This design comes from an exercise in tuning for small area, a short achievable clock period and few clock cycles per item on the open sky130 flow, not from production work.
Only simulation tests tie the RTL to the original design; equivalence was not proved.
No activity file was given, so power comes from the tool's default toggle rates.

Design line_codec, start of the top module:
module line_codec (
    input  wire        clk,
    input  wire        rst,           
    input  wire        cmd_valid,
    output wire        cmd_ready,
    input  wire [15:0] cmd,
    input  wire [7:0]  len,
    input  wire [63:0] line_in,
    input  wire [63:0] data_in,       
    output reg         done,
    output wire [15:0] rsp,
    output reg  [63:0] line_q,
    output reg  [63:0] data_q,
    output reg  [14:0] crc_q,
    output wire [7:0]  enstat_q
);
clock: 9.0 ns
lec_check: 0
abc_clock_period_in_ps: 3000
cap_margin: 20
core_margin: 2
core_utilization: 45
slew_margin: 20
synth_hierarchical: 1
synth_minimum_keep_size: 0
standard.sh (not shown) runs the stock make flow with config.mk's settings and CLKGATE_MAP_FILE= SYNTH_SCRIPT=/design/flow/synth_recipe.tcl, a recipe that flattens the netlist after the stock synthesis.
==> flow/flow/run.sh <==
#!/bin/bash
# Standard ORFS layout, with the port buffers made from the smallest buffer
# cell, a clock tree of clkbuf_8 (clusters of up to 12 sinks) without dummy loads, and the
# timing repair aimed at a setup slack of MARGIN ns at the 9 ns clock.
set -euo pipefail
MARGIN=$(cat flow/margin.txt)
bash standard.sh \
  BUFFER_PORTS_ARGS="-buffer_cell sky130_fd_sc_hd__buf_1" \
  CTS_ARGS="-sink_clustering_enable -repair_clock_nets -dont_use_dummy_load -buf_list {sky130_fd_sc_hd__clkbuf_8} -sink_clustering_size 12 -sink_clustering_max_diameter 40" \
  SETUP_SLACK_MARGIN=$MARGIN \
  finish > standard.log 2>&1
==> flow/flow/margin.txt <==
5.9
The first run completed without violations.
Testbench counts at the start, summed over its fixed seeds: cycles 4,808, items 4,800.
Edit:
--- a/flow/design.v
+++ b/flow/design.v
@@ -507,48 +507,37 @@
     assign rsp      = {8'd0, rsp_r[5:4], rsp_r[3], 1'b0, rsp_r[2:1], rsp_r[3], rsp_r[0]};
     assign enstat_q = {4'd0, enstat_r};
     reg rst_q;
     always @(posedge clk) rst_q <= rst;
     wire go      = a_v && !rst_q;
     wire wr_crc  = go && a_crc;
     wire dlo_early = go && a_dec && (!a_ddes || ones);
     wire dlo_chk   = go && a_ddes && !ones;
-    wire [3:0] zg;                          
-    lc_nor4 u_zg0 (.a(!dlo_chk), .b(syn[0]),  .c(syn[1]),  .d(syn[2]),  .y(zg[0]));
-    lc_nor4 u_zg1 (.a(syn[3]),   .b(syn[4]),  .c(syn[5]),  .d(syn[6]),  .y(zg[1]));
-    lc_nor4 u_zg2 (.a(syn[7]),   .b(syn[8]),  .c(syn[9]),  .d(syn[10]), .y(zg[2]));
-    lc_nor4 u_zg3 (.a(syn[11]),  .b(syn[12]), .c(syn[13]), .d(syn[14]), .y(zg[3]));
-    wire       ho_early = dlo_early || rst_q;
-    wire [3:0] wr_dlo, ho_dlo;
-    generate
-        for (i = 0; i < 4; i = i + 1) begin : g_dlo
-            lc_a41o  u_wr (.a(zg), .b(dlo_early), .y(wr_dlo[i]));
-            lc_a41oi u_ho (.a(zg), .b(ho_early),  .y(ho_dlo[i]));
-        end
-    endgenerate
+    wire wr_dlo  = dlo_early || (dlo_chk && crc_ok);
     wire wr_dhi  = go && a_draw;
     wire wr_line = go && a_enc;
     wire wr_lraw = go && a_enc && !a_edes;
     wire wr_ldes = go && a_edes;
     wire wr_chk  = go && a_chk;
     wire ho_crc  = !rst_q && !wr_crc;
+    wire ho_dlo  = !rst_q && !dlo_early && !(dlo_chk && crc_ok);
     wire ho_dhi  = !rst_q && !wr_dhi;
     wire ho_line = !rst_q && !wr_line;
     wire [14:0] crc_d;
     wire [63:0] data_d, line_d;
     generate
         for (i = 0; i < 15; i = i + 1) begin : g_crc
             lc_ao22 u_c (.a(crc_v[i]), .sa(wr_crc), .b(crc_q[i]), .sb(ho_crc),
                          .y(crc_d[i]));
             lc_ao222 u_lc (.a(opnd[48 + i]), .sa(wr_lraw), .b(crc_v[i]), .sb(wr_ldes),
                            .c(line_q[48 + i]), .sc(ho_line), .y(line_d[48 + i]));
         end
         for (i = 0; i < 48; i = i + 1) begin : g_lo
-            lc_ao22 u_d (.a(opnd[i]), .sa(wr_dlo[i / 12]), .b(data_q[i]), .sb(ho_dlo[i / 12]),
+            lc_ao22 u_d (.a(opnd[i]), .sa(wr_dlo), .b(data_q[i]), .sb(ho_dlo),
                          .y(data_d[i]));
             lc_ao22 u_l (.a(opnd[i]), .sa(wr_line), .b(line_q[i]), .sb(ho_line),
                          .y(line_d[i]));
         end
         for (i = 48; i < 64; i = i + 1) begin : g_dh
             lc_ao22 u_d (.a(opnd[i]), .sa(wr_dhi), .b(data_q[i]), .sb(ho_dhi),
                          .y(data_d[i]));
         end
@@ -591,31 +580,8 @@
     input  wire b,
     input  wire sb,
     input  wire c,
     input  wire sc,
     output wire y
 );
     assign y = (a & sa) | (b & sb) | (c & sc);
 endmodule
-module lc_nor4 (
-    input  wire a,
-    input  wire b,
-    input  wire c,
-    input  wire d,
-    output wire y
-);
-    assign y = !(a | b | c | d);
-endmodule
-module lc_a41o (
-    input  wire [3:0] a,
-    input  wire       b,
-    output wire       y
-);
-    assign y = (&a) | b;
-endmodule
-module lc_a41oi (
-    input  wire [3:0] a,
-    input  wire       b,
-    output wire       y
-);
-    assign y = !((&a) | b);
-endmodule
What happened: Total power falls by 13%; first-iteration DRC count falls by 7.7%; critical path depth rises by 2; wire length falls by 4.8%; core utilization rises by 2.0 points; setup slack is worse by 180 ps; global-route usage falls by 2.0 points; maximum frequency falls by 5.4%; flip-flop and latch count stays the same; sequential share of layout area rises by 0.34 points; sequential power barely changes; design area stays flat; via count falls by 2.9%.
Testbench counts after the change, summed over its fixed seeds: cycles 4,808, items 4,800.

---

Another version of the RTL of line_codec (not shown whole).
Size: ~910 cells after synthesis, roughly 320 I/O pins.
==> flow/config.mk <==
export PLATFORM = sky130hd
export DESIGN_NAME = line_codec
export DESIGN_NICKNAME = line_codec
export VERILOG_FILES = /design/flow/design.v
export SDC_FILE = /design/flow/constraint.sdc
export NUM_CORES = 4
export LEC_CHECK = 0
export ABC_CLOCK_PERIOD_IN_PS = 3000
export CAP_MARGIN = 20
export CORE_MARGIN = 2
export CORE_UTILIZATION = 45
export SLEW_MARGIN = 20
export SYNTH_HIERARCHICAL = 1
export SYNTH_MINIMUM_KEEP_SIZE = 0
==> flow/constraint.sdc <==
create_clock -name core_clock -period 9.0 [get_ports {clk}]
set_input_delay 1.8000 -clock core_clock [delete_from_list [all_inputs] [get_ports {clk}]]
set_output_delay 1.8000 -clock core_clock [all_outputs]
set_load 0.01 [all_outputs]
Scripts as last shown in full above: flow/flow/run.sh, flow/flow/margin.txt
Testbench counts at the start, summed over its fixed seeds: cycles 4,808, items 4,800.
==> next run, changes <==
--- a/flow/design.v
+++ b/flow/design.v
@@ -74,29 +74,21 @@
                        ok_chk ? 3'd7 : 3'd0;
     wire [1:0] cause_d = bad_length ? 2'd3 :
                          bad_format ? 2'd2 :
                          bad_opc    ? 2'd1 : 2'd0;
     reg  [63:0] opnd;
     reg         a_v;                        
     reg  [2:0]  a_cls;
     reg  [1:0]  a_cause;
-    reg         a_ones;                     
-    reg  [2:0]  a_cnt;                      
-    wire [2:0] en_count = (data_in[15:0]  == 16'hA5A5) +
-                          (data_in[31:16] == 16'h5A5A) +
-                          (data_in[47:32] == 16'hA5A5) +
-                          (data_in[63:48] == 16'h5A5A);
     always @(posedge clk) begin
         a_v     <= cmd_valid && !rst;
         opnd    <= opnd_d;
         a_cls   <= cls_d;
         a_cause <= cause_d;
-        a_ones  <= &line_in;
-        a_cnt   <= en_count;
     end
     wire a_crc  = (a_cls == 3'd1);
     wire a_dec  = (a_cls == 3'd2) || (a_cls == 3'd3) || (a_cls == 3'd4);
     wire a_draw = (a_cls == 3'd3);
     wire a_ddes = (a_cls == 3'd4);
     wire a_enc  = (a_cls == 3'd5) || (a_cls == 3'd6);
     wire a_edes = (a_cls == 3'd6);
     wire a_chk  = (a_cls == 3'd7);
@@ -498,17 +490,21 @@
     lc_xor2 x206 (.a(syn[8]), .b(m[57]), .y(crc_v[8]));
     lc_xor2 x207 (.a(syn[9]), .b(m[58]), .y(crc_v[9]));
     lc_xor2 x208 (.a(syn[10]), .b(m[59]), .y(crc_v[10]));
     lc_xor2 x209 (.a(syn[11]), .b(m[60]), .y(crc_v[11]));
     lc_xor2 x210 (.a(syn[12]), .b(m[61]), .y(crc_v[12]));
     lc_xor2 x211 (.a(syn[13]), .b(m[62]), .y(crc_v[13]));
     lc_xor2 x212 (.a(syn[14]), .b(m[63]), .y(crc_v[14]));
     wire        crc_ok = (syn == 15'd0);
-    wire        ones   = a_ones;
+    wire        ones   = &opnd;
+    wire [2:0]  a_cnt  = (opnd[15:0]  == 16'hA5A5) +
+                         (opnd[31:16] == 16'h5A5A) +
+                         (opnd[47:32] == 16'hA5A5) +
+                         (opnd[63:48] == 16'h5A5A);
     wire        mm     = a_ddes && !ones && !crc_ok;
     assign cmd_ready = 1'b1;
     reg [5:0] rsp_r;                        
     reg [3:0] enstat_r;
     assign rsp      = {8'd0, rsp_r[5:4], rsp_r[3], 1'b0, rsp_r[2:1], rsp_r[3], rsp_r[0]};
     assign enstat_q = {4'd0, enstat_r};
     reg rst_q;
     always @(posedge clk) rst_q <= rst;
Outcome: The new run produced a clean layout; synthesized area came out lower by 1.2%; die area came out lower by 1.2%; setup slack is better by 0.068 ns; clock skew came out lower by 0.0085 ns; non-clock buffer count came out lower by 1; maximum frequency came out higher by 2.2%; final cell count came out lower by 1.5%.
Testbench counts after the change, summed over its fixed seeds: cycles 4,808, items 4,800.

---

line_codec with an RTL version that a note above also has.
For scale: roughly 890 cells after synthesis, roughly 230 flip-flops, ~320 I/O pins, roughly 0.0096 mm2 of cells after synthesis.
clock: 9.0 ns
lec_check: 0
abc_clock_period_in_ps: 3000
cap_margin: 20
core_margin: 2
core_utilization: 45
slew_margin: 20
synth_hierarchical: 1
synth_minimum_keep_size: 0
==> flow/flow/margin.txt <==
6.1
Scripts as last shown in full above: flow/flow/run.sh
Testbench counts at the start, summed over its fixed seeds: cycles 4,808, items 4,800.
Edit:
--- a/flow/design.v
+++ b/flow/design.v
@@ -508,22 +508,28 @@
     assign enstat_q = {4'd0, enstat_r};
     reg rst_q;
     always @(posedge clk) rst_q <= rst;
     wire go      = a_v && !rst_q;
     wire wr_crc  = go && a_crc;
     wire dlo_early = go && a_dec && (!a_ddes || ones);
     wire dlo_chk   = go && a_ddes && !ones;
-    wire wr_dlo  = dlo_early || (dlo_chk && crc_ok);
+    wire [3:0] zg;                          
+    lc_nor4 u_zg0 (.a(!dlo_chk), .b(syn[0]),  .c(syn[1]),  .d(syn[2]),  .y(zg[0]));
+    lc_nor4 u_zg1 (.a(syn[3]),   .b(syn[4]),  .c(syn[5]),  .d(syn[6]),  .y(zg[1]));
+    lc_nor4 u_zg2 (.a(syn[7]),   .b(syn[8]),  .c(syn[9]),  .d(syn[10]), .y(zg[2]));
+    lc_nor4 u_zg3 (.a(syn[11]),  .b(syn[12]), .c(syn[13]), .d(syn[14]), .y(zg[3]));
+    wire wr_dlo, ho_dlo;
+    lc_a41o  u_wr (.a(zg), .b(dlo_early), .y(wr_dlo));
+    lc_a41oi u_ho (.a(zg), .b(dlo_early || rst_q), .y(ho_dlo));
     wire wr_dhi  = go && a_draw;
     wire wr_line = go && a_enc;
     wire wr_lraw = go && a_enc && !a_edes;
     wire wr_ldes = go && a_edes;
     wire wr_chk  = go && a_chk;
     wire ho_crc  = !rst_q && !wr_crc;
-    wire ho_dlo  = !rst_q && !dlo_early && !(dlo_chk && crc_ok);
     wire ho_dhi  = !rst_q && !wr_dhi;
     wire ho_line = !rst_q && !wr_line;
     wire [14:0] crc_d;
     wire [63:0] data_d, line_d;
     generate
         for (i = 0; i < 15; i = i + 1) begin : g_crc
             lc_ao22 u_c (.a(crc_v[i]), .sa(wr_crc), .b(crc_q[i]), .sb(ho_crc),
@@ -581,7 +587,30 @@
     input  wire sb,
     input  wire c,
     input  wire sc,
     output wire y
 );
     assign y = (a & sa) | (b & sb) | (c & sc);
 endmodule
+module lc_nor4 (
+    input  wire a,
+    input  wire b,
+    input  wire c,
+    input  wire d,
+    output wire y
+);
+    assign y = !(a | b | c | d);
+endmodule
+module lc_a41o (
+    input  wire [3:0] a,
+    input  wire       b,
+    output wire       y
+);
+    assign y = (&a) | b;
+endmodule
+module lc_a41oi (
+    input  wire [3:0] a,
+    input  wire       b,
+    output wire       y
+);
+    assign y = !((&a) | b);
+endmodule
After rerunning: Routed wire length is higher by 9.3%; total power is higher by 27%; synthesized cell count is higher by 1.1%; final cell count is higher by 2.5%; global-route usage is higher by 0.32 points; die area is higher by 1.6%; utilization is higher by 3.6 points; via count is higher by 5.9%; hold slack got worse by 0.0043 ns; final area is higher by 6.8%; count of clock-buffer cells in the layout is unchanged; sequential share of layout area is lower by 1.9 points; setup slack improved by 0.12 ns.
Testbench counts after the change, summed over its fixed seeds: cycles 4,808, items 4,800.

==> what the ideal ports hide <==
How much do the figures lean on ideal ports? The routed layouts below were timed once more, with nothing changed but the port constraints. Step 1 assumes that a clkbuf_16 drives the clock port and a buf_2 every other input. Step 2 adds t to the input delays and takes it off the output delays; t is the mean of the earliest and latest rising clock arrival at the registers after step 1. Input paths then give back, and output paths get back, about the clock's delay inside the block. a / b / c = ideal / step 1 / step 2; a / b = the first two.
run | t, ns | setup WS [ns] | worst setup path at the end | pins driven straight from the clock port
the first run of note 1 | 0.540 | 5.914 / 5.914 / 5.398 | input to register | 1
the second run of note 1 | 0.590 | 5.738 / 5.738 / 5.412 | input to register | 1
the first run of note 2 | 0.584 | 5.871 / 5.871 / 5.392 | input to register | 1
the second run of note 2 | 0.601 | 5.939 / 5.939 / 5.483 | input to register | 1
the first run of note 3 | 0.592 | 5.702 / 5.702 / 5.598 | input to register | 1
the second run of note 3 | 0.609 | 5.823 / 5.823 / 5.550 | input to register | 1
After both steps every run listed still meets setup and hold. For the first run of note 1, which loses most, drivers alone change the setup slack by 0.000 ns; drivers and shift together by -0.516 ns.
